Source: an optimization exercise on an open RTL-to-GDS flow (aim: small area, a short achievable clock period and few clock cycles). Production flows keep margins and buffers that such runs may drop. The RTL was checked by simulation tests, not by an equivalence proof against the original design. Power figures rest on the tool's default switching activity, not on a simulated workload.

===== design/flow/flow/run.sh =====
#!/bin/bash
# Standard ORFS layout (the standard.sh, unchanged synthesis), with the
# timing repair aimed at a larger setup margin and limited to the worst 10%
# of endpoints. The clock period and all constraints are the standard flow's own.
set -o pipefail
bash standard.sh SETUP_SLACK_MARGIN=6.4 TNS_END_PERCENT=10 finish > make_finish.log 2>&1
rc=$?
tail -n 30 make_finish.log
exit $rc

===== design/flow/standard.sh =====
#!/bin/bash
# synth_recipe.tcl (not shown) runs the flow's synth.tcl, then flattens the netlist and writes it again
# the make line also repeats each setting of config.mk as NAME=value (left out here)
make -C /OpenROAD-flow-scripts/flow DESIGN_CONFIG=/design/flow/config.mk WORK_HOME=/design/flow/orfs CLKGATE_MAP_FILE= SYNTH_SCRIPT=/design/flow/synth_recipe.tcl "${@:-finish}"

===== design/flow/config.mk =====
export PLATFORM = sky130hd
export DESIGN_NAME = sam_pe
export DESIGN_NICKNAME = sam_pe
export VERILOG_FILES = /design/flow/design.v
export SDC_FILE = /design/flow/constraint.sdc
export NUM_CORES = 4
export LEC_CHECK = 0
export CAP_MARGIN = 20
export CORE_MARGIN = 2
export CORE_UTILIZATION = 50
export PLACE_DENSITY = 0.65
export SLEW_MARGIN = 20

===== design/flow/constraint.sdc =====
create_clock -name core_clock -period 10.0 [get_ports {clk}]
set_input_delay 2.0000 -clock core_clock [delete_from_list [all_inputs] [get_ports {clk}]]
set_output_delay 2.0000 -clock core_clock [all_outputs]
set_load 0.01 [all_outputs]

===== design/flow/design.v =====
module sam_pe (
    input             clk,
    input             rst,
    input             bus_valid,
    input             bus_write,
    input      [1:0]  bus_space,    
    input      [16:0] bus_addr,
    input      [31:0] bus_wdata,
    output            bus_ready,
    output reg        bus_rvalid,
    output     [31:0] bus_rdata
);
    localparam S_IDLE  = 4'd0;
    localparam S_EXEC  = 4'd1;    
    localparam S_CWALK = 4'd2;    
    localparam S_CLAST = 4'd3;    
    localparam S_ZWALK = 4'd4;    
    localparam S_ZFILL = 4'd5;    
    localparam S_CWA   = 4'd6;    
    localparam S_CWB   = 4'd7;    
    localparam S_PWAIT = 4'd8;    
    localparam S_DEC   = 4'd9;    
    localparam S_ENC   = 4'd10;   
    localparam E_OK        = 4'd0;
    localparam E_MALFORMED = 4'd1;
    localparam E_TRUNC     = 4'd2;
    localparam E_CKSUM     = 4'd3;
    localparam E_OVERSIZE  = 4'd4;
    localparam E_SHORT     = 4'd5;
    localparam E_WIDTH     = 4'd6;
    localparam E_NOFRAME   = 4'd7;
    localparam E_BADCMD    = 4'd8;
    reg [3:0]  st;
    reg        rdy;          
    reg        rdy_o;        
    reg [31:0] cq;           
    reg        dw, ds;       
    reg [2:0]  dk;           
    reg [3:0]  err;
    reg        rxok, match, navp;
    reg [16:0] maxlen;
    reg [16:0] txlen;
    reg [16:0] rxlen;
    reg [7:0]  txcls, txid;
    reg [15:0] txlenf;
    reg [7:0]  rxcls, rxid;
    reg [15:0] rxlenf;
    reg [31:0] fval;
    reg [4:0]  fmeta;
    reg [7:0]  cka, ckb;
    reg        ack_ack, ack_nak;
    reg [7:0]  ack_cls, ack_id;
    reg [15:0] nav_year;
    reg [7:0]  nav_month, nav_day, nav_hour, nav_minute, nav_second;
    reg [3:0]  nav_valid;
    reg [2:0]  nav_fixtype;
    reg [15:0] nav_fixflags;
    reg [7:0]  nav_numsv;
    reg [31:0] nav_lon, nav_lat, nav_height, nav_hmsl, nav_hacc, nav_vacc;
    reg [31:0] nav_veln, nav_vele, nav_veld, nav_gspeed, nav_headmot;
    reg [31:0] nav_sacc, nav_headacc, nav_headveh;
    reg [15:0] nav_magdec, nav_magacc;
    wire [1023:0] txbuf;
    wire [1023:0] rxbuf;
    reg [6:0]  tptr;        
    reg [15:0] tcnt;        
    reg        tv;          
    reg [1:0]  bi;          
    reg        own_host;    
    reg        own_dec;     
    reg [5:0]  rpe, rpo;    
    reg        rsw;         
    assign bus_ready = rdy_o;
    wire acc      = bus_valid & rdy & rdy_o;
    wire acc_wr   = acc & bus_write;
    wire acc_rd   = acc & ~bus_write;
    wire [7:0] rnum = bus_addr[7:0];
    wire reg_wr   = acc_wr & (bus_space == 2'd0);
    wire tx_hwr   = acc_wr & (bus_space == 2'd1);
    wire rx_hwr   = acc_wr & (bus_space == 2'd2);
    wire cmd_wr   = reg_wr & (rnum == 8'h00);
    wire rx_rd_go = acc_rd & (bus_space == 2'd2);
    function [7:0] rxb;
        input integer i;
        rxb = rxbuf[8*i +: 8];
    endfunction
    wire [7:0] op     = bus_wdata[31:24];
    wire       a_cmp  = (bus_wdata == 32'h20000000) || (bus_wdata == 32'h21000000);
    wire       a_cmpt = (op == 8'h20) || (op == 8'h21);
    wire       a_dec  = (op[7:2] == 6'b010000);
    wire       a_enc  = (op == 8'h48) || (op == 8'h4A);
    wire       a_nav  = (op == 8'h50);
    wire       a_par  = (op == 8'h30);
    wire [6:0] a_pos  = bus_wdata[6:0] + 7'd6;
    wire q_ckclr = (cq == 32'h10000000);
    wire q_ckupd = (cq[31:8] == 24'h110000);
    wire q_comp  = (cq == 32'h20000000);
    wire q_compz = (cq == 32'h21000000);
    wire q_parse = (cq == 32'h30000000);
    wire q_match = ((cq & 32'hFFFC0000) == 32'h31000000);
    wire q_dec   = ((cq & 32'hFCF80000) == 32'h40000000);
    wire q_enc   = ((cq & 32'hFDFF0000) == 32'h48000000);
    wire q_nav   = (cq == 32'h50000000);
    wire q_ack   = (cq == 32'h58000000);
    wire [15:0] q_off = cq[15:0];
    wire        q_w4  = cq[25];
    wire [16:0] q_end = {1'b0, q_off} + (q_w4 ? 17'd4 : 17'd2);
    wire        q_encbad = q_w4 ? (q_off > 16'd65531) : (q_off > 16'd65533);
    wire [7:0] hA = txcls + txid + txlenf[7:0] + txlenf[15:8];
    wire [7:0] hB = {txcls[5:0], 2'b00} + {txid[6:0], 1'b0} + txid
                  + {txlenf[6:0], 1'b0} + txlenf[15:8];
    wire       l_zero  = (txlenf == 16'd0);
    wire       l_one   = (txlenf == 16'd1);
    wire       l_short = (txlenf <= 16'd121);
    wire [7:0]  rx_ev = rxbuf[{rpe, 4'b0000} +: 8];
    wire [7:0]  rx_od = rxbuf[{rpo, 4'b1000} +: 8];
    wire [7:0]  rx_pd = rsw ? rx_od : rx_ev;     
    wire [7:0]  rx_p1 = rsw ? rx_ev : rx_od;     
    wire [6:0]  tx_pa = rdy ? bus_addr[6:0] : tptr;
    wire [31:0] tx_wd = txbuf[{tx_pa[6:2], 5'b00000} +: 32];
    reg  [31:0] rq;          
    reg  [1:0]  rb;          
    reg         rwide;       
    assign bus_rdata = {rq[31:8] & {24{rwide}}, rq[{rb, 3'b000} +: 8]};
    reg  [16:0] sptr;        
    reg         sv;          
    reg  [1:0]  scls;        
    reg  [7:0]  sq;
    reg  [7:0]  sA, sB, sRA, sRB;
    wire [15:0] rlen   = {rxb(5), rxb(4)};
    wire [16:0] r_cka  = {1'b0, rlen} + 17'd6;
    wire [16:0] r_end  = {1'b0, rlen} + 17'd8;
    wire        s_rd   = ~own_host & ~own_dec & (sptr != r_end);
    wire        s_byp  = rx_hwr & (bus_addr[6:0] == sptr[6:0]);
    wire        s_hit  = rx_hwr &
                         ((sptr > 17'd128) || (bus_addr[6:0] >= 7'd2 && {10'd0, bus_addr[6:0]} < sptr));
    wire [16:0] sptr_n = s_hit ? 17'd2 : (s_rd ? sptr + 17'd1 : sptr);
    wire        s_done = (sptr == r_end) & (~sv | (scls == 2'd2));
    wire [7:0]  s_rcb  = sv ? sq : sRB;
    wire        s_good = (sA == sRA) & (sB == s_rcb);
    always @(posedge clk) begin
        if (rst) begin
            sv   <= 1'b0;
            sptr <= 17'd2;
            sA   <= 8'd0;
            sB   <= 8'd0;
        end else begin
            sptr <= sptr_n;
            if (s_rd) begin
                sq   <= s_byp ? bus_wdata[7:0] : rx_pd;
                scls <= (sptr < r_cka) ? 2'd0 : ((sptr == r_cka) ? 2'd1 : 2'd2);
            end
            sv <= s_rd & ~s_hit;
            if (s_hit) begin
                sA <= 8'd0;
                sB <= 8'd0;
            end else if (sv) begin
                case (scls)
                    2'd0: begin sA <= sA + sq; sB <= sB + sA + sq; end
                    2'd1: sRA <= sq;
                    default: sRB <= sq;
                endcase
            end
        end
    end
    wire p_over  = rxlen > maxlen;
    wire p_sync  = (rxlen < 17'd2) || (rxb(0) != 8'hB5) || (rxb(1) != 8'h62);
    wire p_short = (rxlen < 17'd6) || (rxlen < r_end);
    wire [7:0] fixb = rxb(26);
    wire [2:0] fixcode = (fixb < 8'd6) ? fixb[2:0] : 3'd6;
    wire [7:0] w_a = cka + bus_rdata[7:0];
    wire [7:0] w_b = ckb + cka + bus_rdata[7:0];
    reg [7:0] fv_byte;
    always @(*) begin
        case (bi)
            2'd0: fv_byte = fval[7:0];
            2'd1: fv_byte = fval[15:8];
            2'd2: fv_byte = fval[23:16];
            default: fv_byte = fval[31:24];
        endcase
    end
    reg [3:0]  st_n;
    reg        rdy_n;
    reg [3:0]  err_n;
    reg        rxok_n, match_n, navp_n;
    reg [16:0] maxlen_n, txlen_n, rxlen_n;
    reg [7:0]  txcls_n, txid_n;
    reg [15:0] txlenf_n;
    reg [7:0]  rxcls_n, rxid_n;
    reg [15:0] rxlenf_n;
    reg [31:0] fval_n;
    reg [4:0]  fmeta_n;
    reg [7:0]  cka_n, ckb_n;
    reg        ack_ack_n, ack_nak_n;
    reg [7:0]  ack_cls_n, ack_id_n;
    reg [6:0]  tptr_n;
    reg [15:0] tcnt_n;
    reg        tv_n;
    reg [1:0]  bi_n;
    reg        dec_more;    
    reg        nav_ld;      
    reg        eng_we;      
    reg [7:0]  eng_wd;
    reg        hdr_late;    
    always @(*) begin
        st_n      = st;
        rdy_n     = rdy;
        err_n     = err;
        rxok_n    = rxok;
        match_n   = match;
        navp_n    = navp;
        maxlen_n  = maxlen;
        txlen_n   = txlen;
        rxlen_n   = rxlen;
        txcls_n   = txcls;
        txid_n    = txid;
        txlenf_n  = txlenf;
        rxcls_n   = rxcls;
        rxid_n    = rxid;
        rxlenf_n  = rxlenf;
        fval_n    = fval;
        fmeta_n   = fmeta;
        cka_n     = cka;
        ckb_n     = ckb;
        ack_ack_n = ack_ack;
        ack_nak_n = ack_nak;
        ack_cls_n = ack_cls;
        ack_id_n  = ack_id;
        tptr_n    = tptr;
        tcnt_n    = tcnt;
        tv_n      = tv;
        bi_n      = bi;
        dec_more  = 1'b0;
        nav_ld    = 1'b0;
        eng_we    = 1'b0;
        eng_wd    = 8'h00;
        hdr_late  = 1'b0;
        case (st)
        S_EXEC: begin
            st_n  = S_IDLE;
            rdy_n = 1'b1;
            if (q_ckclr) begin
                cka_n = 8'd0;
                ckb_n = 8'd0;
                err_n = E_OK;
            end else if (q_ckupd) begin
                cka_n = cka + cq[7:0];
                ckb_n = ckb + cka + cq[7:0];
                err_n = E_OK;
            end else if (q_comp || q_compz) begin
                cka_n  = hA;
                ckb_n  = hB;
                tcnt_n = txlenf - 16'd1;
                tptr_n = tptr + 7'd1;
                if (l_zero) begin
                    txlen_n = 17'd8;
                    err_n   = E_OK;
                end else if (q_comp) begin
                    hdr_late = ~l_short;
                    tv_n  = 1'b1;       
                    rdy_n = 1'b0;
                    st_n  = l_one ? S_CLAST : S_CWALK;
                end else if (l_short) begin
                    eng_we = 1'b1;      
                    ckb_n  = hB + hA;
                    rdy_n  = 1'b0;
                    st_n   = l_one ? S_CWA : S_ZWALK;
                end else begin
                    eng_we = 1'b1;      
                    tv_n   = 1'b0;
                    rdy_n  = 1'b0;
                    st_n   = S_ZFILL;
                end
            end else if (q_parse) begin
                if (p_over) begin
                    rxok_n = 1'b0;
                    err_n  = E_OVERSIZE;
                end else if (p_sync) begin
                    rxok_n = 1'b0;
                    err_n  = E_MALFORMED;
                end else if (p_short) begin
                    rxok_n = 1'b0;
                    err_n  = E_TRUNC;
                end else if (s_done) begin
                    cka_n = sA;
                    ckb_n = sB;
                    if (s_good) begin
                        rxcls_n  = rxb(2);
                        rxid_n   = rxb(3);
                        rxlenf_n = rlen;
                        rxok_n   = 1'b1;
                        err_n    = E_OK;
                    end else begin
                        rxok_n   = 1'b0;
                        err_n    = E_CKSUM;
                    end
                end else begin
                    rdy_n = 1'b0;
                    st_n  = S_PWAIT;
                end
            end else if (q_match) begin
                if (!rxok) begin
                    err_n = E_NOFRAME;
                end else begin
                    match_n = (!cq[16] || rxcls == cq[15:8]) && (!cq[17] || rxid == cq[7:0]);
                    err_n   = E_OK;
                end
            end else if (q_dec) begin
                if (!rxok) begin
                    err_n = E_NOFRAME;
                end else if (q_end > {1'b0, rxlenf}) begin
                    err_n = E_WIDTH;
                end else begin
                    fval_n[15:0] = {rx_p1, rx_pd};
                    if (q_w4) begin
                        dec_more = 1'b1;
                        rdy_n    = 1'b0;
                        st_n     = S_DEC;
                    end else begin
                        fval_n[31:16] = cq[24] ? {16{rx_p1[7]}} : 16'd0;
                        fmeta_n = {cq[25], cq[24], cq[18:16]};
                        err_n   = E_OK;
                    end
                end
            end else if (q_enc) begin
                if (q_encbad) begin
                    err_n = E_WIDTH;
                end else begin
                    eng_we = 1'b1;
                    eng_wd = fval[7:0];
                    tptr_n = tptr + 7'd1;
                    bi_n   = 2'd1;
                    rdy_n  = 1'b0;
                    st_n   = S_ENC;
                end
            end else if (q_nav) begin
                if (!rxok) begin
                    err_n = E_NOFRAME;
                end else if (rxlenf < 16'd92) begin
                    err_n = E_SHORT;
                end else begin
                    nav_ld = 1'b1;
                    navp_n = 1'b1;
                    err_n  = E_OK;
                end
            end else if (q_ack) begin
                if (!rxok) begin
                    err_n = E_NOFRAME;
                end else if (rxlenf < 16'd2) begin
                    err_n = E_SHORT;
                end else begin
                    ack_ack_n = (rxb(6) == 8'h01);
                    ack_nak_n = (rxb(6) == 8'h00);
                    ack_cls_n = rxb(6);
                    ack_id_n  = rxb(7);
                    err_n     = E_OK;
                end
            end else begin
                err_n = E_BADCMD;
            end
        end
        S_ZFILL: begin
            eng_we = 1'b1;
            tptr_n = tptr + 7'd1;
            tcnt_n = tcnt - 16'd1;
            if (tcnt == 16'd1) begin
                cka_n  = hA;
                ckb_n  = hB;
                tptr_n = 7'd6;
                tcnt_n = txlenf;
                st_n   = S_CWALK;
            end
        end
        S_ZWALK: begin
            eng_we = 1'b1;
            ckb_n  = ckb + cka;
            tptr_n = tptr + 7'd1;
            tcnt_n = tcnt - 16'd1;
            if (tcnt == 16'd1) st_n = S_CWA;
        end
        S_CWALK: begin
            if (tv) begin
                cka_n = w_a;
                ckb_n = w_b;
            end
            tv_n   = 1'b1;
            tptr_n = tptr + 7'd1;
            tcnt_n = tcnt - 16'd1;
            if (tcnt == 16'd1) st_n = S_CLAST;
        end
        S_CLAST: begin
            cka_n = w_a;
            ckb_n = w_b;
            tv_n  = 1'b0;
            st_n  = S_CWA;
        end
        S_CWA: begin
            eng_we = 1'b1;
            eng_wd = cka;
            tptr_n = tptr + 7'd1;
            st_n   = S_CWB;
        end
        S_CWB: begin
            eng_we  = 1'b1;
            eng_wd  = ckb;
            txlen_n = {1'b0, txlenf} + 17'd8;
            err_n   = E_OK;
            rdy_n   = 1'b1;
            st_n    = S_IDLE;
        end
        S_PWAIT: begin
            if (s_done) begin
                cka_n = sA;
                ckb_n = sB;
                if (s_good) begin
                    rxcls_n  = rxb(2);
                    rxid_n   = rxb(3);
                    rxlenf_n = rlen;
                    rxok_n   = 1'b1;
                    err_n    = E_OK;
                end else begin
                    rxok_n   = 1'b0;
                    err_n    = E_CKSUM;
                end
                rdy_n = 1'b1;
                st_n  = S_IDLE;
            end
        end
        S_DEC: begin
            fval_n[31:16] = {rx_p1, rx_pd};
            fmeta_n = {dw, ds, dk};
            err_n   = E_OK;
            rdy_n   = 1'b1;
            st_n    = S_IDLE;
        end
        S_ENC: begin
            eng_we = 1'b1;
            eng_wd = fv_byte;
            tptr_n = tptr + 7'd1;
            bi_n   = bi + 2'd1;
            if (bi == 2'd3 || (!dw && bi == 2'd1)) begin
                txlen_n = 17'd0;
                err_n   = E_OK;
                rdy_n   = 1'b1;
                st_n    = S_IDLE;
            end
        end
        default: begin
            st_n  = S_IDLE;
            rdy_n = 1'b1;
        end
        endcase
        if (reg_wr) begin
            case (rnum)
                8'h02: maxlen_n = bus_wdata[16:0];
                8'h04: begin rxlen_n = bus_wdata[16:0]; rxok_n = 1'b0; end
                8'h08: begin txcls_n = bus_wdata[7:0];  txlen_n = 17'd0; end
                8'h09: begin txid_n = bus_wdata[7:0];   txlen_n = 17'd0; end
                8'h0A: begin txlenf_n = bus_wdata[15:0]; txlen_n = 17'd0; end
                8'h0E: fval_n = bus_wdata;
                default: ;
            endcase
        end
        if (rx_hwr) rxok_n = 1'b0;
        if (tx_hwr) txlen_n = 17'd0;
        if (cmd_wr) begin
            st_n  = S_EXEC;
            rdy_n = ~((a_cmpt & ~l_zero) | a_dec | a_enc | a_nav | (a_par & ~s_done));
            if (a_cmpt)
                tptr_n = 7'd6;
            else if (a_enc)
                tptr_n = a_pos;
        end
    end
    always @(posedge clk) begin
        if (rst) begin
            st       <= S_IDLE;
            rdy      <= 1'b1;
            rdy_o    <= 1'b0;
            tv       <= 1'b0;
            err      <= E_OK;
            rxok     <= 1'b0;
            match    <= 1'b0;
            navp     <= 1'b0;
            maxlen   <= 17'd1000;
            txlen    <= 17'd0;
            rxlen    <= 17'd0;
            txcls    <= 8'd0;
            txid     <= 8'd0;
            txlenf   <= 16'd0;
            rxcls    <= 8'd0;
            rxid     <= 8'd0;
            rxlenf   <= 16'd0;
            fval     <= 32'd0;
            fmeta    <= 5'd0;
            cka      <= 8'd0;
            ckb      <= 8'd0;
            ack_ack  <= 1'b0;
            ack_nak  <= 1'b0;
            ack_cls  <= 8'd0;
            ack_id   <= 8'd0;
        end else begin
            st       <= st_n;
            rdy      <= rdy_n;
            rdy_o    <= rdy_n;
            tv       <= tv_n;
            err      <= err_n;
            rxok     <= rxok_n;
            match    <= match_n;
            navp     <= navp_n;
            maxlen   <= maxlen_n;
            txlen    <= txlen_n;
            rxlen    <= rxlen_n;
            txcls    <= txcls_n;
            txid     <= txid_n;
            txlenf   <= txlenf_n;
            rxcls    <= rxcls_n;
            rxid     <= rxid_n;
            rxlenf   <= rxlenf_n;
            fval     <= fval_n;
            fmeta    <= fmeta_n;
            cka      <= cka_n;
            ckb      <= ckb_n;
            ack_ack  <= ack_ack_n;
            ack_nak  <= ack_nak_n;
            ack_cls  <= ack_cls_n;
            ack_id   <= ack_id_n;
        end
        tptr <= tptr_n;
        tcnt <= tcnt_n;
        bi   <= bi_n;
        cq <= bus_wdata;
        if (st == S_EXEC) begin
            dw <= cq[25];
            ds <= cq[24];
            dk <= cq[18:16];
        end
    end
    wire       tw_eng = ~rdy & eng_we;
    wire [7:0] tw_d   = rdy ? bus_wdata[7:0] : eng_wd;
    wire       cmp_go = cmd_wr & a_cmp;
    wire       hdr_we = (cmp_go & l_short) | hdr_late | ((st == S_CWALK) & ~tv);
    wire       ck0_we = cmp_go & l_zero;
    wire [63:0] hdr = {hB, hA, txlenf[15:8], txlenf[7:0], txid, txcls, 8'h62, 8'hB5};
    genvar gi;
    generate
        for (gi = 0; gi < 128; gi = gi + 1) begin : g_buf
            reg [7:0] tq, rq;
            wire twe = (tx_hwr && bus_addr[6:0] == gi) || (tw_eng && tptr == gi);
            if (gi < 6) begin : g_hdr
                always @(posedge clk) begin
                    if (twe)
                        tq <= tw_d;
                    else if (hdr_we)
                        tq <= hdr[8*gi +: 8];
                end
            end else if (gi < 8) begin : g_ck0
                always @(posedge clk) begin
                    if (twe)
                        tq <= tw_d;
                    else if (ck0_we)
                        tq <= hdr[8*gi +: 8];
                end
            end else begin : g_pl
                always @(posedge clk) begin
                    if (twe)
                        tq <= tw_d;
                end
            end
            always @(posedge clk) begin
                if (rx_hwr && bus_addr[6:0] == gi)
                    rq <= bus_wdata[7:0];
            end
            assign txbuf[8*gi +: 8] = tq;
            assign rxbuf[8*gi +: 8] = rq;
        end
    endgenerate
    always @(posedge clk) begin
        if (nav_ld) begin
            nav_year     <= {rxb(11), rxb(10)};
            nav_month    <= rxb(12);
            nav_day      <= rxb(13);
            nav_hour     <= rxb(14);
            nav_minute   <= rxb(15);
            nav_second   <= rxb(16);
            nav_valid    <= rxbuf[8*17 +: 4];
            nav_fixtype  <= fixcode;
            nav_fixflags <= {rxb(28), rxb(27)};
            nav_numsv    <= rxb(29);
            nav_lon      <= {rxb(33), rxb(32), rxb(31), rxb(30)};
            nav_lat      <= {rxb(37), rxb(36), rxb(35), rxb(34)};
            nav_height   <= {rxb(41), rxb(40), rxb(39), rxb(38)};
            nav_hmsl     <= {rxb(45), rxb(44), rxb(43), rxb(42)};
            nav_hacc     <= {rxb(49), rxb(48), rxb(47), rxb(46)};
            nav_vacc     <= {rxb(53), rxb(52), rxb(51), rxb(50)};
            nav_veln     <= {rxb(57), rxb(56), rxb(55), rxb(54)};
            nav_vele     <= {rxb(61), rxb(60), rxb(59), rxb(58)};
            nav_veld     <= {rxb(65), rxb(64), rxb(63), rxb(62)};
            nav_gspeed   <= {rxb(69), rxb(68), rxb(67), rxb(66)};
            nav_headmot  <= {rxb(73), rxb(72), rxb(71), rxb(70)};
            nav_sacc     <= {rxb(77), rxb(76), rxb(75), rxb(74)};
            nav_headacc  <= {rxb(81), rxb(80), rxb(79), rxb(78)};
            nav_headveh  <= {rxb(93), rxb(92), rxb(91), rxb(90)};
            nav_magdec   <= {rxb(95), rxb(94)};
            nav_magacc   <= {rxb(97), rxb(96)};
        end
    end
    reg [31:0] nav_rd;
    always @(*) begin
        case (rnum)
            8'h20: nav_rd = {16'd0, nav_year};
            8'h21: nav_rd = {24'd0, nav_month};
            8'h22: nav_rd = {24'd0, nav_day};
            8'h23: nav_rd = {24'd0, nav_hour};
            8'h24: nav_rd = {24'd0, nav_minute};
            8'h25: nav_rd = {24'd0, nav_second};
            8'h26: nav_rd = {28'd0, nav_valid};
            8'h27: nav_rd = {29'd0, nav_fixtype};
            8'h28: nav_rd = {16'd0, nav_fixflags};
            8'h29: nav_rd = {24'd0, nav_numsv};
            8'h2A: nav_rd = nav_lon;
            8'h2B: nav_rd = nav_lat;
            8'h2C: nav_rd = nav_height;
            8'h2D: nav_rd = nav_hmsl;
            8'h2E: nav_rd = nav_hacc;
            8'h2F: nav_rd = nav_vacc;
            8'h30: nav_rd = nav_veln;
            8'h31: nav_rd = nav_vele;
            8'h32: nav_rd = nav_veld;
            8'h33: nav_rd = nav_gspeed;
            8'h34: nav_rd = nav_headmot;
            8'h35: nav_rd = nav_sacc;
            8'h36: nav_rd = nav_headacc;
            8'h37: nav_rd = nav_headveh;
            8'h38: nav_rd = {{16{nav_magdec[15]}}, nav_magdec};
            8'h39: nav_rd = {16'd0, nav_magacc};
            default: nav_rd = 32'd0;
        endcase
    end
    reg [31:0] reg_rd;
    always @(*) begin
        case (rnum)
            8'h01: reg_rd = {25'd0, navp, match_n, rxok_n, err_n};
            8'h02: reg_rd = {15'd0, maxlen};
            8'h03: reg_rd = {15'd0, txlen_n};
            8'h04: reg_rd = {15'd0, rxlen};
            8'h08: reg_rd = {24'd0, txcls};
            8'h09: reg_rd = {24'd0, txid};
            8'h0A: reg_rd = {16'd0, txlenf};
            8'h0B: reg_rd = {24'd0, rxcls_n};
            8'h0C: reg_rd = {24'd0, rxid_n};
            8'h0D: reg_rd = {16'd0, rxlenf_n};
            8'h0E: reg_rd = fval;
            8'h0F: reg_rd = {27'd0, fmeta};
            8'h10: reg_rd = {24'd0, cka_n};
            8'h11: reg_rd = {24'd0, ckb_n};
            8'h12: reg_rd = {8'd0, ack_id_n, ack_cls_n, 6'd0, ack_nak_n, ack_ack_n};
            default: reg_rd = navp ? nav_rd : 32'd0;
        endcase
    end
    always @(posedge clk) begin
        if (rst) begin
            bus_rvalid <= 1'b0;
            own_host   <= 1'b0;
        end else begin
            bus_rvalid <= (acc_rd & (bus_space != 2'd2)) | own_host;
            own_host   <= rx_rd_go;
        end
        if (own_host) begin
            rq    <= {24'd0, rx_pd};
            rb    <= 2'd0;
            rwide <= 1'b0;
        end else if (!rdy || bus_space == 2'd1) begin
            rq    <= tx_wd;
            rb    <= tx_pa[1:0];
            rwide <= 1'b0;
        end else begin
            rq    <= (bus_space == 2'd0) ? reg_rd : 32'd0;
            rb    <= 2'd0;
            rwide <= 1'b1;
        end
    end
    wire dec_pre = cmd_wr & a_dec;
    reg  [6:0] rpi_n;       
    reg  [6:0] rpi_n1;
    always @(*) begin
        if (rx_rd_go) begin
            rpi_n  = bus_addr[6:0];
            rpi_n1 = bus_addr[6:0] + 7'd1;
        end else if (dec_pre) begin
            rpi_n  = bus_wdata[6:0] + 7'd6;
            rpi_n1 = bus_wdata[6:0] + 7'd7;
        end else begin
            rpi_n  = sptr_n[6:0];
            rpi_n1 = sptr_n[6:0] + 7'd1;
        end
    end
    always @(posedge clk) begin
        if (rst) begin
            own_dec <= 1'b0;
            rpe     <= 6'd1;
            rpo     <= 6'd1;
            rsw     <= 1'b0;
        end else begin
            own_dec <= dec_pre | dec_more;
            if (dec_more) begin
                rpe <= rpe + 6'd1;
                rpo <= rpo + 6'd1;
            end else begin
                rpe <= rpi_n1[6:1];
                rpo <= rpi_n[6:1];
                rsw <= rpi_n[0];
            end
        end
    end
endmodule

==> impl_metrics.env, run 1 <==
export IMPL_maxCapViolations=0
export IMPL_post_route_min_period_ps=4640
export IMPL_multiInputGateArea_mm2=0.0435
export IMPL_avgViaCountPerCell=6.88
export IMPL_powerDensity_mw_per_mm2=203
export IMPL_clkLatencyLatePin_ps=990
export IMPL_synth_area_mm2=0.128
export IMPL_start_util_pct=50.4
export IMPL_hold_path_class="flop to flop"
export IMPL_grt_pass1_vias=82400
export IMPL_hold_buffers=0
export IMPL_ant_nets=0
export IMPL_ys_warnings_count=1
export IMPL_die_w_um=510
export IMPL_fmax_mhz=216
export IMPL_slew_headroom_pct=19.6
export IMPL_synth_edff_count=2664
export IMPL_cts_max_path_buffers=4
export IMPL_dp_hpwl_um=303000
export IMPL_cp_required_ps=10790
export IMPL_ff_latch_area_mm2=0.0866
export IMPL_core_area_mm2=0.255
export IMPL_syn_instance_count=8282
export IMPL_die_h_um=510
export IMPL_final_cell_mix="2664 x edfxtp_1, 644 x nand2_1, 572 x mux4_2"
export IMPL_syn_nets=8555
export IMPL_totalWireLength_um=466000
export IMPL_ys_flop_type="edfxtp_1"
export IMPL_drive_above_1_share_pct=27.1
export IMPL_vias=85500
export IMPL_synth_seq_area_share_pct=67.4
export IMPL_critPathKind="flop to flop"
export IMPL_path_cells="inv_4 > fa_1 > inv_1 > fa_1 > inv_1 > fa_1 > inv_2 > fa_2 > ha_4 > o21a_1 > nor2_1 > xor2_1 > a21oi_2 > o221ai_2 > a21boi_4 > a2111oi_4 > o21ai_1"
export IMPL_crit_path_frequent_cell="fa_1"
export IMPL_rows=185
export IMPL_reg2reg_slack_ps=5360
export IMPL_cp_num_buf_inv=4
export IMPL_cts_tree="done"
export IMPL_cp_slowest_cell="fa_2"
export IMPL_power_mw=31.2
export IMPL_nNetsFinal=9073
export IMPL_drv_slew=0
export IMPL_gp_congestion=1.05
export IMPL_io_pins=89
export IMPL_clk_pin_slew_worst_paths_ps=60
export IMPL_hold_viol=0
export IMPL_yosysUniqueCellTypes=106
export IMPL_dr_first_iter_drc_count=14000
export IMPL_port_buffers=79
export IMPL_setup_worst_path_end_class="flop"
export IMPL_fin_crit_sh_pct=46.4
export IMPL_path_max_fanout=2
export IMPL_track_usage_pct=35.5
export IMPL_irDropWorstVdd_uv=199
export IMPL_setup_ws_ps=5360
export IMPL_setup_viol=0
export IMPL_drt_pass1_iter_count=11
export IMPL_cts_sinks=2988
export IMPL_crit_family="adder cells"
export IMPL_ys_ff_latch=2988
export IMPL_worstPathArrival_ps=5420
export IMPL_area_growth_pct=19.6
export IMPL_critPathLaunchType="flop"
export IMPL_cpPeakStageDelay_ps=650
export IMPL_tightestPinTransition_ps=1200
export IMPL_grt_overflow_total=0
export IMPL_root_buffer="clkbuf_16"
export IMPL_grt_pass1_wl_um=643000
export IMPL_synth_avg_cell_area_um2=15.5
export IMPL_numCtsBuffers=324
export IMPL_grt_max_degree=160
export IMPL_antenna_found_initial=31
export IMPL_outcome="no timing/DRC/antenna violations"
export IMPL_synth_async_reset_ratio_pct=0
export IMPL_rsz0062_at_grt="yes"
export IMPL_leakagePower_nw=49.8
export IMPL_fillers=18500
export IMPL_finClkSkew_ps=93.9
export IMPL_cts_htree_levels=5
export IMPL_drc_errors=0
export IMPL_dieArea_mm2=0.261
export IMPL_final_common_cell="edfxtp_1"
export IMPL_post_place_ws_ps=2380
export IMPL_routedWlPerCell_um=37.5
==> power breakdown <==
group	internal (mW)	switching, mW	leakage (nW)
Sequential	13.8	0.366	26.7
Clock	7.02	4.90	5.08
Combinational	2.06	3.02	18.0
Total	22.9	8.29	49.8
==> logic make-up (layout without fill, tap and decap cells) <==
kind of cell	Yosys count	count (layout)	share of synthesized area, %
other	0	22	0
xor gates and xnor gates	213	213	1.50
AOI/OAI and AO/OA	1502	1502	8.02
DFF	2988	2988	67.4
and+or+nand+nor	1943	1945	7.01
adders and majority gates	218	218	2.41
buffers and inverters	684	1435	2.26
muxes	734	734	11.4
==> worst paths after layout <==
path                                      start             to  cells past startpoint
worst max-delay path                   txcls[2]          rq[5]                     17
worst min register to register  g_buf[66].rq[5]  nav_gspeed[5]                      0
worst min-delay path            g_buf[66].rq[5]  nav_gspeed[5]                      0
worst max register to register         txcls[2]          rq[5]                     17
==> what timing repair did <==
action	4_1_cts	5_1_grt
gates resized for setup	1092	211
setup endpoints to repair	3853	3731
endpoints found under the hold margin	0	0
cloned	35	5
pin swaps	172	35
setup buffers	311	28
==> layer usage <==
metal	routed length, um	GRT usage (%)	vias to the layer above	part of all wire (%)
li1	-	-	33900	-
met1	163000	46.4	43400	35
met2	203000	51.9	6641	44
met3	60900	10.1	1567	13
met4	38200	23.5	20	8.2
met5	133	0	-	0.029
==> cell type report <==
cell class,count,area share [%]
Antenna cell,22,0.0359
Clock buffer,385,5.58
Clock inverter,176,1.18
Inverter,177,0.458
Multi-Input combinational cell,4612,28.4
Sequential cell,2988,56.5
Tap cell,3366,2.75
Timing Repair Buffer,697,5.14
==> through the flow <==
step	std cells	instance area [um^2]	utilization, %	TNS (ps)	hold WS [ps]
after global placement	11500	133000	52.4	0	424
after detailed placement	11500	133000	52.4	0	427
after CTS	12400	152000	59.9	0	401
after global routing	12400	153000	60.2	0	422
after floorplan	8282	128000	-	-61490	420
final	12400	153000	60.2	0	401
==> sequential cells by signal, summed over array words and instances (netlist names), 32 cells and up <==
name         count
cq              32
nav_hmsl        32
rq              32
nav_vele        32
nav_veln        32
nav_hacc        32
nav_headveh     32
nav_height      32
g_buf.rq      1024
nav_sacc        32
nav_headacc     32
fval            32
nav_vacc        32
nav_lat         32
nav_lon         32
nav_headmot     32
nav_veld        32
nav_gspeed      32
g_buf.tq      1024
==> Yosys cell counts, types with 117 or more instances <==
cell type | instances | area share [%]
dfxtp_1 | 324 | 5.1
inv_1 | 174 | 0.51
o21ai_0 | 163 | 0.64
o22ai_1 | 151 | 0.74
a21oi_1 | 379 | 1.5
a22oi_1 | 150 | 0.88
ha_1 | 170 | 1.7
mux2i_1 | 117 | 0.91
nand2_1 | 682 | 2.0
xnor2_1 | 149 | 1.0
nor2_1 | 540 | 1.6
edfxtp_1 | 2664 | 62
nand3_1 | 178 | 0.69
mux4_2 | 572 | 10
clkbuf_1 | 337 | 0.99
Testbench counts, summed over its fixed seeds: cycles 32,222.
==> inputs of run 2 (changes only) <==
--- a/design/flow/design.v
+++ b/design/flow/design.v
@@ -179,6 +179,106 @@
             default: fv_byte = fval[31:24];
         endcase
     end
+    wire       q_dbad = (q_end > {1'b0, rxlenf});
+    reg [3:0]  x_err;
+    reg        x_rxok, x_match;
+    reg [7:0]  x_rxcls, x_rxid;
+    reg [15:0] x_rxlenf;
+    reg [16:0] x_txlen;
+    reg [7:0]  x_cka, x_ckb;
+    reg        x_ack_ack, x_ack_nak;
+    reg [7:0]  x_ack_cls, x_ack_id;
+    always @(*) begin
+        x_err     = err;
+        x_rxok    = rxok;
+        x_match   = match;
+        x_rxcls   = rxcls;
+        x_rxid    = rxid;
+        x_rxlenf  = rxlenf;
+        x_txlen   = txlen;
+        x_cka     = cka;
+        x_ckb     = ckb;
+        x_ack_ack = ack_ack;
+        x_ack_nak = ack_nak;
+        x_ack_cls = ack_cls;
+        x_ack_id  = ack_id;
+        if (q_ckclr) begin
+            x_cka = 8'd0;
+            x_ckb = 8'd0;
+            x_err = E_OK;
+        end else if (q_ckupd) begin
+            x_cka = cka + cq[7:0];
+            x_ckb = ckb + cka + cq[7:0];
+            x_err = E_OK;
+        end else if (q_comp || q_compz) begin
+            x_cka = hA;
+            x_ckb = hB;
+            if (l_zero) begin
+                x_txlen = 17'd8;
+                x_err   = E_OK;
+            end
+        end else if (q_parse) begin
+            if (p_over) begin
+                x_rxok = 1'b0;
+                x_err  = E_OVERSIZE;
+            end else if (p_sync) begin
+                x_rxok = 1'b0;
+                x_err  = E_MALFORMED;
+            end else if (p_short) begin
+                x_rxok = 1'b0;
+                x_err  = E_TRUNC;
+            end else if (s_done) begin
+                x_cka = sA;
+                x_ckb = sB;
+                if (s_good) begin
+                    x_rxcls  = rxb(2);
+                    x_rxid   = rxb(3);
+                    x_rxlenf = rlen;
+                    x_rxok   = 1'b1;
+                    x_err    = E_OK;
+                end else begin
+                    x_rxok   = 1'b0;
+                    x_err    = E_CKSUM;
+                end
+            end
+        end else if (q_match) begin
+            if (!rxok) begin
+                x_err = E_NOFRAME;
+            end else begin
+                x_match = (!cq[16] || rxcls == cq[15:8]) && (!cq[17] || rxid == cq[7:0]);
+                x_err   = E_OK;
+            end
+        end else if (q_dec) begin
+            if (!rxok)
+                x_err = E_NOFRAME;
+            else if (q_dbad)
+                x_err = E_WIDTH;
+        end else if (q_enc) begin
+            if (q_encbad)
+                x_err = E_WIDTH;
+        end else if (q_nav) begin
+            if (!rxok)
+                x_err = E_NOFRAME;
+            else if (rxlenf < 16'd92)
+                x_err = E_SHORT;
+            else
+                x_err = E_OK;
+        end else if (q_ack) begin
+            if (!rxok) begin
+                x_err = E_NOFRAME;
+            end else if (rxlenf < 16'd2) begin
+                x_err = E_SHORT;
+            end else begin
+                x_ack_ack = (rxb(6) == 8'h01);
+                x_ack_nak = (rxb(6) == 8'h00);
+                x_ack_cls = rxb(6);
+                x_ack_id  = rxb(7);
+                x_err     = E_OK;
+            end
+        end else begin
+            x_err = E_BADCMD;
+        end
+    end
     reg [3:0]  st_n;
     reg        rdy_n;
     reg [3:0]  err_n;
@@ -237,80 +337,45 @@
         hdr_late  = 1'b0;
         case (st)
         S_EXEC: begin
-            st_n  = S_IDLE;
-            rdy_n = 1'b1;
-            if (q_ckclr) begin
-                cka_n = 8'd0;
-                ckb_n = 8'd0;
-                err_n = E_OK;
-            end else if (q_ckupd) begin
-                cka_n = cka + cq[7:0];
-                ckb_n = ckb + cka + cq[7:0];
-                err_n = E_OK;
-            end else if (q_comp || q_compz) begin
-                cka_n  = hA;
-                ckb_n  = hB;
+            st_n      = S_IDLE;
+            rdy_n     = 1'b1;
+            err_n     = x_err;
+            rxok_n    = x_rxok;
+            match_n   = x_match;
+            rxcls_n   = x_rxcls;
+            rxid_n    = x_rxid;
+            rxlenf_n  = x_rxlenf;
+            txlen_n   = x_txlen;
+            cka_n     = x_cka;
+            ckb_n     = x_ckb;
+            ack_ack_n = x_ack_ack;
+            ack_nak_n = x_ack_nak;
+            ack_cls_n = x_ack_cls;
+            ack_id_n  = x_ack_id;
+            if ((q_comp || q_compz) && !l_zero) begin
                 tcnt_n = txlenf - 16'd1;
                 tptr_n = tptr + 7'd1;
-                if (l_zero) begin
-                    txlen_n = 17'd8;
-                    err_n   = E_OK;
-                end else if (q_comp) begin
+                rdy_n  = 1'b0;
+                if (q_comp) begin
                     hdr_late = ~l_short;
                     tv_n  = 1'b1;       
-                    rdy_n = 1'b0;
                     st_n  = l_one ? S_CLAST : S_CWALK;
                 end else if (l_short) begin
                     eng_we = 1'b1;      
                     ckb_n  = hB + hA;
-                    rdy_n  = 1'b0;
                     st_n   = l_one ? S_CWA : S_ZWALK;
                 end else begin
                     eng_we = 1'b1;      
                     tv_n   = 1'b0;
-                    rdy_n  = 1'b0;
                     st_n   = S_ZFILL;
                 end
             end else if (q_parse) begin
-                if (p_over) begin
-                    rxok_n = 1'b0;
-                    err_n  = E_OVERSIZE;
-                end else if (p_sync) begin
-                    rxok_n = 1'b0;
-                    err_n  = E_MALFORMED;
-                end else if (p_short) begin
-                    rxok_n = 1'b0;
-                    err_n  = E_TRUNC;
-                end else if (s_done) begin
-                    cka_n = sA;
-                    ckb_n = sB;
-                    if (s_good) begin
-                        rxcls_n  = rxb(2);
-                        rxid_n   = rxb(3);
-                        rxlenf_n = rlen;
-                        rxok_n   = 1'b1;
-                        err_n    = E_OK;
-                    end else begin
-                        rxok_n   = 1'b0;
-                        err_n    = E_CKSUM;
-                    end
-                end else begin
+                if (!p_over && !p_sync && !p_short && !s_done) begin
                     rdy_n = 1'b0;
                     st_n  = S_PWAIT;
                 end
-            end else if (q_match) begin
-                if (!rxok) begin
-                    err_n = E_NOFRAME;
-                end else begin
-                    match_n = (!cq[16] || rxcls == cq[15:8]) && (!cq[17] || rxid == cq[7:0]);
-                    err_n   = E_OK;
-                end
             end else if (q_dec) begin
-                if (!rxok) begin
-                    err_n = E_NOFRAME;
-                end else if (q_end > {1'b0, rxlenf}) begin
-                    err_n = E_WIDTH;
-                end else begin
+                if (rxok && !q_dbad) begin
                     fval_n[15:0] = {rx_p1, rx_pd};
                     if (q_w4) begin
                         dec_more = 1'b1;
@@ -323,9 +388,7 @@
                     end
                 end
             end else if (q_enc) begin
-                if (q_encbad) begin
-                    err_n = E_WIDTH;
-                end else begin
+                if (!q_encbad) begin
                     eng_we = 1'b1;
                     eng_wd = fval[7:0];
                     tptr_n = tptr + 7'd1;
@@ -334,29 +397,10 @@
                     st_n   = S_ENC;
                 end
             end else if (q_nav) begin
-                if (!rxok) begin
-                    err_n = E_NOFRAME;
-                end else if (rxlenf < 16'd92) begin
-                    err_n = E_SHORT;
-                end else begin
+                if (rxok && !(rxlenf < 16'd92)) begin
                     nav_ld = 1'b1;
                     navp_n = 1'b1;
-                    err_n  = E_OK;
                 end
-            end else if (q_ack) begin
-                if (!rxok) begin
-                    err_n = E_NOFRAME;
-                end else if (rxlenf < 16'd2) begin
-                    err_n = E_SHORT;
-                end else begin
-                    ack_ack_n = (rxb(6) == 8'h01);
-                    ack_nak_n = (rxb(6) == 8'h00);
-                    ack_cls_n = rxb(6);
-                    ack_id_n  = rxb(7);
-                    err_n     = E_OK;
-                end
-            end else begin
-                err_n = E_BADCMD;
             end
         end
         S_ZFILL: begin
@@ -637,24 +681,38 @@
             default: nav_rd = 32'd0;
         endcase
     end
+    wire        fx       = (st == S_EXEC);
+    wire [3:0]  f_err    = fx ? x_err : err;
+    wire        f_rxok   = fx ? x_rxok : rxok;
+    wire        f_match  = fx ? x_match : match;
+    wire [7:0]  f_rxcls  = fx ? x_rxcls : rxcls;
+    wire [7:0]  f_rxid   = fx ? x_rxid : rxid;
+    wire [15:0] f_rxlenf = fx ? x_rxlenf : rxlenf;
+    wire [16:0] f_txlen  = fx ? x_txlen : txlen;
+    wire [7:0]  f_cka    = fx ? x_cka : cka;
+    wire [7:0]  f_ckb    = fx ? x_ckb : ckb;
+    wire        f_ack_ack = fx ? x_ack_ack : ack_ack;
+    wire        f_ack_nak = fx ? x_ack_nak : ack_nak;
+    wire [7:0]  f_ack_cls = fx ? x_ack_cls : ack_cls;
+    wire [7:0]  f_ack_id  = fx ? x_ack_id : ack_id;
     reg [31:0] reg_rd;
     always @(*) begin
         case (rnum)
-            8'h01: reg_rd = {25'd0, navp, match_n, rxok_n, err_n};
+            8'h01: reg_rd = {25'd0, navp, f_match, f_rxok, f_err};
             8'h02: reg_rd = {15'd0, maxlen};
-            8'h03: reg_rd = {15'd0, txlen_n};
+            8'h03: reg_rd = {15'd0, f_txlen};
             8'h04: reg_rd = {15'd0, rxlen};
             8'h08: reg_rd = {24'd0, txcls};
             8'h09: reg_rd = {24'd0, txid};
             8'h0A: reg_rd = {16'd0, txlenf};
-            8'h0B: reg_rd = {24'd0, rxcls_n};
-            8'h0C: reg_rd = {24'd0, rxid_n};
-            8'h0D: reg_rd = {16'd0, rxlenf_n};
+            8'h0B: reg_rd = {24'd0, f_rxcls};
+            8'h0C: reg_rd = {24'd0, f_rxid};
+            8'h0D: reg_rd = {16'd0, f_rxlenf};
             8'h0E: reg_rd = fval;
             8'h0F: reg_rd = {27'd0, fmeta};
-            8'h10: reg_rd = {24'd0, cka_n};
-            8'h11: reg_rd = {24'd0, ckb_n};
-            8'h12: reg_rd = {8'd0, ack_id_n, ack_cls_n, 6'd0, ack_nak_n, ack_ack_n};
+            8'h10: reg_rd = {24'd0, f_cka};
+            8'h11: reg_rd = {24'd0, f_ckb};
+            8'h12: reg_rd = {8'd0, f_ack_id, f_ack_cls, 6'd0, f_ack_nak, f_ack_ack};
             default: reg_rd = navp ? nav_rd : 32'd0;
         endcase
     end
==> run 2 against run 1 <==
  * Power fell by 9.0%
  * Fmax rose by 6.0%
  * Setup slack improved by 260 ps
  * Combinational power fell by 41%
  * Global-route usage rose by 0.99 points
  * Clock skew fell by 4.5 ps
  * Largest cell class unchanged
  * Clock power barely moved
  * Count of clock-buffer cells in the layout rose by 27
  * Area after synthesis rose by 0.42%
==> impl_metrics.env, run 2 <==
export IMPL_outcome="no timing/DRC/antenna violations"
export IMPL_fin_crit_sh_pct=43.7
export IMPL_yosysUniqueCellTypes=106
export IMPL_fin_cells=12700
export IMPL_drive_above_1_share_pct=28.5
export IMPL_die_h_um=511
export IMPL_utilization_pct=60.9
export IMPL_hp_start="g_buf[93].rq[2]"
export IMPL_routedWlPerCell_um=38.5
export IMPL_gp_congestion=1.02
export IMPL_synth_avg_cell_area_um2=15.3
export IMPL_critPathKind="input pin to flop"
export IMPL_whs_endpoint="nav_headveh[26]"
export IMPL_setup_worst_path_end_class="flop"
export IMPL_drt_pass1_iter_count=10
export IMPL_post_synth_top_count_cell="edfxtp_1"
export IMPL_drv_slew=0
export IMPL_top_regs="g_buf.rq x1024, g_buf.tq x1024"
export IMPL_ys_flop_type="edfxtp_1"
export IMPL_port_buffers=79
export IMPL_drc_errors=0
export IMPL_reg2regPathDepth=22
export IMPL_antenna_found_initial=27
export IMPL_ant_nets=0
export IMPL_synth_area_mm2=0.129
export IMPL_post_route_min_period_ps=4370
export IMPL_worstPathArrival_ps=5140
export IMPL_dp_cells=11600
export IMPL_hold_path_class="flop to flop"
export IMPL_place_area_mm2=0.134
export IMPL_r2r_end="fmeta[3]"
export IMPL_yosys_area_top_type="edfxtp_1"
export IMPL_design_area_mm2=0.156
export IMPL_cts_sinks=2988
export IMPL_maxCapViolations=0
export IMPL_final_cell_mix="2664 x edfxtp_1, 675 x nand2_1, 546 x mux4_2"
export IMPL_area_growth_pct=21.3
export IMPL_track_usage_pct=36.5
export IMPL_fmax_mhz=229
export IMPL_hold_viol=0
export IMPL_syn_nets=8667
export IMPL_synth_edff_count=2664
export IMPL_dr_first_iter_drc_count=14500
export IMPL_cts_htree_levels=5
export IMPL_io_pins=89
export IMPL_leakagePower_nw=51.1
export IMPL_grt_overflow_total=0
export IMPL_rows=186
export IMPL_vias=87700
export IMPL_finClkSkew_ps=89.4
export IMPL_dieArea_mm2=0.262
export IMPL_start_util_pct=50.2
export IMPL_cts_tree="done"
export IMPL_grt_max_degree=116
export IMPL_synth_commonest_cells="2664 x edfxtp_1, 717 x nand2_1, 564 x nor2_1"
export IMPL_ys_ff_latch=2988
export IMPL_powerDensity_mw_per_mm2=182
export IMPL_slew_headroom_pct=14.2
export IMPL_path_max_fanout=26
export IMPL_critPathLaunchType="input pin"
export IMPL_totalWireLength_um=487000
export IMPL_synth_async_reset_ratio_pct=0
export IMPL_core_area_mm2=0.256
export IMPL_numCtsBuffers=325
export IMPL_ys_warnings_count=1
export IMPL_nNetsFinal=9294
export IMPL_final_common_cell="edfxtp_1"
export IMPL_cts_max_path_buffers=4
export IMPL_reg2reg_slack_ps=5700
export IMPL_hold_depth=0
export IMPL_root_buffer="clkbuf_16"
export IMPL_dp_hpwl_um=315000
export IMPL_ys_top_cells_by_area="edfxtp_1 62%, mux4_2 9.6%, dfxtp_1 5.0%"
export IMPL_setup_viol=0
export IMPL_hold_buffers=0
export IMPL_cp_required_ps=10770
export IMPL_syn_instance_count=8394
export IMPL_timing_rr_start="cq[25]"
export IMPL_netlist_area_leader_share_pct=62.1
export IMPL_rsz0062_at_grt="yes"
export IMPL_clkLatencyLatePin_ps=980
export IMPL_die_w_um=511
export IMPL_avgViaCountPerCell=6.93
export IMPL_synth_seq_area_share_pct=67.2
export IMPL_grt_pass1_wl_um=666000
export IMPL_tightestPinTransition_ps=1280
export IMPL_clk_pin_slew_worst_paths_ps=60
export IMPL_grt_pass1_vias=83700
export IMPL_irDropWorstVdd_uv=193
run 2: timing repair:
item	in CTS	in global routing
resized for setup	1134	336
setup endpoints to repair	3994	3031
buffers inserted	291	139
pin swaps	196	169
gates cloned	47	2
run 2: worst max path at each step:
stage                     slack (ps)   startpoint  cells past startpoint    endpoint
after CTS                       5730  bus_addr[5]                     14       rq[2]
after floorplan                -5330        cq[7]                      6  nav_day[0]
final                           5630  bus_addr[0]                     17       rq[2]
after global placement          2370  bus_addr[1]                     14      rq[16]
after global routing            5590       cq[25]                     22    fmeta[3]
after detailed placement        2160  bus_addr[1]                     14      rq[16]
run 2: logic make-up (layout without fill, tap and decap cells):
family / Yosys count / after routing / share of synthesized area (%)
other cells: 0 / 9 / 0
flops: 2988 / 2988 / 67.2
buf+inv: 646 / 1509 / 2.10
xor+xnor: 218 / 218 / 1.51
mux: 772 / 772 / 11.4
simple gates: 2075 / 2076 / 7.51
fa+ha+maj: 218 / 218 / 2.40
compound gates: 1477 / 1483 / 7.93
run 2: worst max-delay path, stage by stage:
cell and delay [ps]:
buf_8 70, buf_12 130, clkinvlp_4 180, buf_6 170, ha_4 190, buf_4 150
nand3_2 120, buf_12 150, nor2_4 30, buf_4 280, nand2_1 140, o211ai_1 160
a2111o_1 420, a311oi_1 260, nand4_1 200, a221oi_4 340, o21ai_2 100
run 2: through the flow:
step | total power [mW] | setup TNS (ps) | hold slack, ps | setup WS [ps]
after global placement | 16.5 | 0 | 424 | 2370
after floorplan | 15.5 | -3024640 | 420 | -5330
final | 28.4 | 0 | 422 | 5630
after detailed placement | 16.5 | 0 | 428 | 2160
after global routing | 29.0 | 0 | 434 | 5590
after CTS | 28.3 | 0 | 419 | 5730
run 2: layout make-up:
type	count	area, um^2
Clock buffer	412	8770
Multi-Input combinational cell	4767	45400
Inverter	130	509
Tap cell	3384	4230
Sequential cell	2988	86600
Timing Repair Buffer	809	9380
Fill cell	18600	100000
Antenna cell	9	22.5
Clock inverter	158	1320
run 2: routing by layer:
metal / global-route usage [%] / vias up / part of all wire, %
met4: 22.0 / 16 / 7.5
met5: 0 / - / 0.026
met2: 54.5 / 6847 / 44
met1: 47.9 / 44600 / 35
li1: - / 34700 / -
met3: 9.76 / 1608 / 13
run 2: where the power goes:
part,leakage (nW),internal [mW],switching [mW],total (mW)
sequential,26.6,13.6,0.145,13.7
combinational,19.6,1.24,1.78,3.02
clock,4.93,6.66,4.96,11.6
Testbench counts of run 2, summed over its fixed seeds: cycles 32,222.
==> inputs of run 3 (changes only) <==
--- a/design/flow/design.v
+++ b/design/flow/design.v
@@ -31,6 +31,7 @@
     localparam E_NOFRAME   = 4'd7;
     localparam E_BADCMD    = 4'd8;
     reg [3:0]  st;
+    wire       fx = (st == S_EXEC);    
     reg        rdy;          
     reg        rdy_o;        
     reg [31:0] cq;           
@@ -89,8 +90,9 @@
     wire       a_cmpt = (op == 8'h20) || (op == 8'h21);
     wire       a_dec  = (op[7:2] == 6'b010000);
     wire       a_enc  = (op == 8'h48) || (op == 8'h4A);
-    wire       a_nav  = (op == 8'h50);
+    wire       a_nav  = (bus_wdata == 32'h50000000);
     wire       a_par  = (op == 8'h30);
+    wire       a_cku  = (op == 8'h11);
     wire [6:0] a_pos  = bus_wdata[6:0] + 7'd6;
     wire q_ckclr = (cq == 32'h10000000);
     wire q_ckupd = (cq[31:8] == 24'h110000);
@@ -107,6 +109,7 @@
     wire [16:0] q_end = {1'b0, q_off} + (q_w4 ? 17'd4 : 17'd2);
     wire        q_encbad = q_w4 ? (q_off > 16'd65531) : (q_off > 16'd65533);
     wire [7:0] hA = txcls + txid + txlenf[7:0] + txlenf[15:8];
+    reg  [7:0] hA_q, hB_q;
     wire [7:0] hB = {txcls[5:0], 2'b00} + {txid[6:0], 1'b0} + txid
                   + {txlenf[6:0], 1'b0} + txlenf[15:8];
     wire       l_zero  = (txlenf == 16'd0);
@@ -166,6 +169,14 @@
     wire p_over  = rxlen > maxlen;
     wire p_sync  = (rxlen < 17'd2) || (rxb(0) != 8'hB5) || (rxb(1) != 8'h62);
     wire p_short = (rxlen < 17'd6) || (rxlen < r_end);
+    reg pc_over, pc_sync, pc_short, pc_done, pc_good;
+    always @(posedge clk) begin
+        pc_over  <= p_over;
+        pc_sync  <= p_sync;
+        pc_short <= p_short;
+        pc_done  <= s_done;
+        pc_good  <= s_good;
+    end
     wire [7:0] fixb = rxb(26);
     wire [2:0] fixcode = (fixb < 8'd6) ? fixb[2:0] : 3'd6;
     wire [7:0] w_a = cka + bus_rdata[7:0];
@@ -207,30 +218,28 @@
             x_ckb = 8'd0;
             x_err = E_OK;
         end else if (q_ckupd) begin
-            x_cka = cka + cq[7:0];
-            x_ckb = ckb + cka + cq[7:0];
             x_err = E_OK;
         end else if (q_comp || q_compz) begin
-            x_cka = hA;
-            x_ckb = hB;
+            x_cka = hA_q;
+            x_ckb = hB_q;
             if (l_zero) begin
                 x_txlen = 17'd8;
                 x_err   = E_OK;
             end
         end else if (q_parse) begin
-            if (p_over) begin
+            if (pc_over) begin
                 x_rxok = 1'b0;
                 x_err  = E_OVERSIZE;
-            end else if (p_sync) begin
+            end else if (pc_sync) begin
                 x_rxok = 1'b0;
                 x_err  = E_MALFORMED;
-            end else if (p_short) begin
+            end else if (pc_short) begin
                 x_rxok = 1'b0;
                 x_err  = E_TRUNC;
-            end else if (s_done) begin
+            end else if (pc_done) begin
                 x_cka = sA;
                 x_ckb = sB;
-                if (s_good) begin
+                if (pc_good) begin
                     x_rxcls  = rxb(2);
                     x_rxid   = rxb(3);
                     x_rxlenf = rlen;
@@ -299,6 +308,7 @@
     reg [1:0]  bi_n;
     reg        dec_more;    
     reg        nav_ld;      
+    reg        nav_late;    
     reg        eng_we;      
     reg [7:0]  eng_wd;
     reg        hdr_late;    
@@ -352,6 +362,10 @@
             ack_nak_n = x_ack_nak;
             ack_cls_n = x_ack_cls;
             ack_id_n  = x_ack_id;
+            if (q_ckupd) begin
+                cka_n = cka + cq[7:0];
+                ckb_n = ckb + cka + cq[7:0];
+            end
             if ((q_comp || q_compz) && !l_zero) begin
                 tcnt_n = txlenf - 16'd1;
                 tptr_n = tptr + 7'd1;
@@ -362,7 +376,7 @@
                     st_n  = l_one ? S_CLAST : S_CWALK;
                 end else if (l_short) begin
                     eng_we = 1'b1;      
-                    ckb_n  = hB + hA;
+                    ckb_n  = hB_q + hA_q;
                     st_n   = l_one ? S_CWA : S_ZWALK;
                 end else begin
                     eng_we = 1'b1;      
@@ -370,7 +384,7 @@
                     st_n   = S_ZFILL;
                 end
             end else if (q_parse) begin
-                if (!p_over && !p_sync && !p_short && !s_done) begin
+                if (!pc_over && !pc_sync && !pc_short && !pc_done) begin
                     rdy_n = 1'b0;
                     st_n  = S_PWAIT;
                 end
@@ -397,7 +411,7 @@
                     st_n   = S_ENC;
                 end
             end else if (q_nav) begin
-                if (rxok && !(rxlenf < 16'd92)) begin
+                if (nav_late && rxok && !(rxlenf < 16'd92)) begin
                     nav_ld = 1'b1;
                     navp_n = 1'b1;
                 end
@@ -507,9 +521,13 @@
         end
         if (rx_hwr) rxok_n = 1'b0;
         if (tx_hwr) txlen_n = 17'd0;
+        if (cmd_wr & a_nav & ~fx & rxok & ~(rxlenf < 16'd92)) begin
+            nav_ld = 1'b1;
+            navp_n = 1'b1;
+        end
         if (cmd_wr) begin
             st_n  = S_EXEC;
-            rdy_n = ~((a_cmpt & ~l_zero) | a_dec | a_enc | a_nav | (a_par & ~s_done));
+            rdy_n = ~((a_cmpt & ~l_zero) | a_dec | a_enc | a_cku | (a_nav & fx) | (a_par & ~s_done));
             if (a_cmpt)
                 tptr_n = 7'd6;
             else if (a_enc)
@@ -572,6 +590,9 @@
         end
         tptr <= tptr_n;
         tcnt <= tcnt_n;
+        hA_q <= hA;
+        hB_q <= hB;
+        nav_late <= fx;
         bi   <= bi_n;
         cq <= bus_wdata;
         if (st == S_EXEC) begin
@@ -681,7 +702,6 @@
             default: nav_rd = 32'd0;
         endcase
     end
-    wire        fx       = (st == S_EXEC);
     wire [3:0]  f_err    = fx ? x_err : err;
     wire        f_rxok   = fx ? x_rxok : rxok;
     wire        f_match  = fx ? x_match : match;
--- a/design/flow/config.mk
+++ b/design/flow/config.mk
@@ -5,8 +5,8 @@
 export SDC_FILE = /design/flow/constraint.sdc
 export NUM_CORES = 4
 export LEC_CHECK = 0
-export CAP_MARGIN = 20
+export CAP_MARGIN = 25
 export CORE_MARGIN = 2
 export CORE_UTILIZATION = 50
 export PLACE_DENSITY = 0.65
-export SLEW_MARGIN = 20
+export SLEW_MARGIN = 25
==> run 3 against run 2 <==
  * Still clean on timing, DRC and antenna
  * Worst hold slack worse by 0.52 ps
  * Non-clock buffer count is 84 higher
  * Sequential cell count is 22 higher
  * Synthesized cell count is 2.8% lower
  * Count of clock-buffer cells in the layout is 23 lower
  * Power is 0.40% lower
  * Die area is 0.33% lower
  * Sequential power hardly changed
  * Critical path type unchanged
  * Largest cell class unchanged
==> impl_metrics.env, run 3 <==
export IMPL_rows=185
export IMPL_crit_end="rq[4]"
export IMPL_cts_htree_levels=5
export IMPL_syn_nets=8436
export IMPL_drv_slew=0
export IMPL_final_common_cell="edfxtp_1"
export IMPL_critPathKind="input pin to flop"
export IMPL_cpPeakStageDelay_ps=450
export IMPL_nNetsFinal=9156
export IMPL_slew_headroom_pct=10.7
export IMPL_netlist_area_leader_share_pct=62.3
export IMPL_top_regs="g_buf.rq x1024, g_buf.tq x1024"
export IMPL_yosysUniqueCellTypes=107
export IMPL_utilization_pct=62.1
export IMPL_cts_max_path_buffers=4
export IMPL_ant_nets=0
export IMPL_numCtsBuffers=325
export IMPL_ys_ff_latch=3010
export IMPL_place_area_mm2=0.134
export IMPL_drive_above_1_share_pct=30.1
export IMPL_io_pins=89
export IMPL_r2r_end="g_buf[15].tq[0]"
export IMPL_ys_top_cells_by_area="edfxtp_1 62%, mux4_2 11%, dfxtp_1 5.4%"
export IMPL_path_cells="buf_8 > buf_12 > clkinvlp_4 > buf_6 > ha_4 > nand2_8 > nor2_4 > buf_12 > a22o_4 > a221oi_2 > nand4_1 > a21oi_4 > nor2_4 > o211ai_1 > o221ai_1"
export IMPL_synth_area_mm2=0.128
export IMPL_area_growth_pct=23.2
export IMPL_hold_path_class="flop to flop"
export IMPL_tightestPinTransition_ps=1340
export IMPL_track_usage_pct=36.3
export IMPL_cts_tree="done"
export IMPL_leakagePower_nw=51.5
export IMPL_timing_rr_start="cq[21]"
export IMPL_synth_seq_area_share_pct=67.7
export IMPL_rsz0062_at_grt="yes"
export IMPL_post_route_min_period_ps=4400
export IMPL_clkLatencyLatePin_ps=990
export IMPL_core_area_mm2=0.255
export IMPL_yosys_area_top_type="edfxtp_1"
export IMPL_start_util_pct=50.4
export IMPL_post_synth_top_count_cell="edfxtp_1"
export IMPL_grt_pass1_wl_um=659000
export IMPL_reg2regPathDepth=14
export IMPL_dp_hpwl_um=311000
export IMPL_reg2reg_slack_ps=5800
export IMPL_drc_errors=0
export IMPL_hold_viol=0
export IMPL_root_buffer="clkbuf_16"
export IMPL_die_h_um=511
export IMPL_grt_overflow_total=0
export IMPL_fmax_mhz=227
export IMPL_finClkSkew_ps=102
export IMPL_cp_num_buf_inv=5
export IMPL_timing_hold_ws_ps=422
export IMPL_grt_max_degree=125
export IMPL_setup_viol=0
export IMPL_synth_async_reset_ratio_pct=0
export IMPL_gp_congestion=1.04
export IMPL_design_area_mm2=0.158
export IMPL_hold_buffers=0
export IMPL_die_w_um=511
export IMPL_fillers=18100
export IMPL_vias=86400
export IMPL_synth_avg_cell_area_um2=15.7
export IMPL_synth_commonest_cells="2664 x edfxtp_1, 687 x nand2_1, 600 x mux4_2"
export IMPL_crit_family="compound AO/OA/AOI/OAI gates"
export IMPL_drt_pass1_iter_count=8
export IMPL_routedWlPerCell_um=39.0
export IMPL_clk_pin_slew_worst_paths_ps=60
export IMPL_maxCapViolations=0
export IMPL_ys_warnings_count=1
export IMPL_worstPathArrival_ps=5170
export IMPL_grt_pass1_vias=82600
export IMPL_powerDensity_mw_per_mm2=179
export IMPL_critPathLaunch="bus_addr[0]"
export IMPL_dr_first_iter_drc_count=14600
export IMPL_cp_num_cells=15
export IMPL_avgViaCountPerCell=6.90
export IMPL_final_cell_mix="2664 x edfxtp_1, 634 x nand2_1, 600 x mux4_2"
export IMPL_cp_required_ps=10770
export IMPL_setup_worst_path_end_class="flop"
export IMPL_outcome="no timing/DRC/antenna violations"
export IMPL_cts_sinks=3010
export IMPL_antenna_found_initial=32
export IMPL_syn_instance_count=8162
export IMPL_port_buffers=79
export IMPL_dieArea_mm2=0.261
export IMPL_critPathLaunchType="input pin"
export IMPL_synth_edff_count=2664
export IMPL_fin_crit_sh_pct=44.0
export IMPL_totalWireLength_um=489000
export IMPL_path_max_fanout=16
export IMPL_ys_flop_type="edfxtp_1"
export IMPL_cp_slowest_cell="a21oi_4"
export IMPL_irDropWorstVdd_uv=214
==> run 3: changes by cell type after synthesis, sizes merged, moves of 18 or more <==
cell,change
nand2,-28
mux2,-39
nor3,-31
a22oi,-43
nor4,-26
nand3,-36
mux4,+54
dfxtp,+22
clkbuf,-18
a31oi,-25
mux2i,-35
nor2,-45
==> run 3: worst min path at each step <==
stage	startpoint	endpoint	slack [ps]	cells past startpoint
2_1_floorplan	cq[24]	ds	410	0
3_3_place_gp	g_buf[64].rq[6]	nav_veld[22]	420	0
3_5_place_dp	g_buf[36].rq[3]	nav_lat[19]	430	0
4_1_cts	g_buf[46].rq[3]	nav_hacc[3]	410	0
5_1_grt	g_buf[61].rq[7]	nav_vele[31]	430	0
6_report	g_buf[63].rq[7]	nav_veld[15]	420	0
==> run 3: metrics by stage <==
stage	worst slack, ps	total power [mW]	std cells	setup TNS, ps
2_1_floorplan	-2060	15.2	8162	-1167050
4_1_cts	5700	28.1	12300	0
3_3_place_gp	2310	16.0	11300	0
3_5_place_dp	2210	16.0	11300	0
6_report	5600	28.3	12500	0
5_1_grt	5670	28.8	12500	0
==> run 3: power by group <==
part,internal (mW),leakage (nW),switching (mW)
clock,6.95,5.06,5.00
combinational,1.02,19.7,1.54
sequential,13.7,26.7,0.103
==> run 3: timing repair <==
action / CTS / global route
buffers inserted: 336 / 175
endpoints found under the setup margin: 3997 / 3844
pin swaps: 205 / 114
endpoints found under the hold margin: 0 / 0
resized for setup: 1375 / 248
cloned: 59 / 17
==> run 3: final cells by class <==
type | count | area [um^2] | area share (%)
Tap cell | 3366 | 4210 | 2.66
Clock inverter | 183 | 1790 | 1.13
Timing Repair Buffer | 893 | 11200 | 7.07
Timing Repair inverter | 1 | 8.76 | 0.00554
Inverter | 137 | 593 | 0.375
Multi-Input combinational cell | 4514 | 44700 | 28.3
Antenna cell | 21 | 52.6 | 0.0332
Clock buffer | 389 | 8560 | 5.42
Sequential cell | 3010 | 87000 | 55.0
==> run 3: metal layers <==
metal	part of all wire [%]	vias to the layer above	GRT usage (%)
met5	0.037	-	0
met4	8.5	24	23.9
met3	12	1711	10.0
met1	35	43900	46.5
met2	44	6592	54.6
li1	-	34100	-
==> run 3: kinds of logic (layout without fill, tap and decap cells) <==
logic type	Yosys count	after routing	synth area share (%)
xor gates and xnor gates	216	216	1.49
DFF	3010	3010	67.7
AOI/OAI and AO/OA	1434	1435	7.77
and+or+nand+nor	1887	1892	6.79
adders and majority gates	219	219	2.42
buffers and inverters	644	1603	2.06
other	0	21	0
muxes	752	752	11.7
Testbench counts of run 3, summed over its fixed seeds: cycles 32,096.

==> afterwards: timing with drivers on the ports <==
In the flow no input, the clock included, has a driving cell. The finished layouts below were timed again as built, in two steps. Step 1 assumes that a clkbuf_16 drives the clock port and a buf_2 every other input. Step 2 also shifts input and output timing later by t, the mid clock arrival at the registers, as if the neighbouring blocks saw the same clock. Three values: ideal, step 1, step 2; two values: the first two.
run	t (ns)	setup slack, ns	worst hold slack (ns)	latest minus earliest clock arrival (ns)	worst slew at a driven data input, ns
run 1	1.034	5.363 / 5.363 / 4.438	0.401 / 0.401 / 0.401	0.102 / 0.102	0.27
run 2	1.046	5.625 / 5.656 / 4.629	0.422 / 0.422 / 0.422	0.090 / 0.090	0.22
run 3	1.047	5.600 / 5.587 / 4.616	0.422 / 0.422 / 0.422	0.106 / 0.106	0.26
After both steps every run listed still meets setup and hold. The setup slack of run 2, which loses most, moves by +0.031 ns with the drivers and by -0.996 ns with both steps.
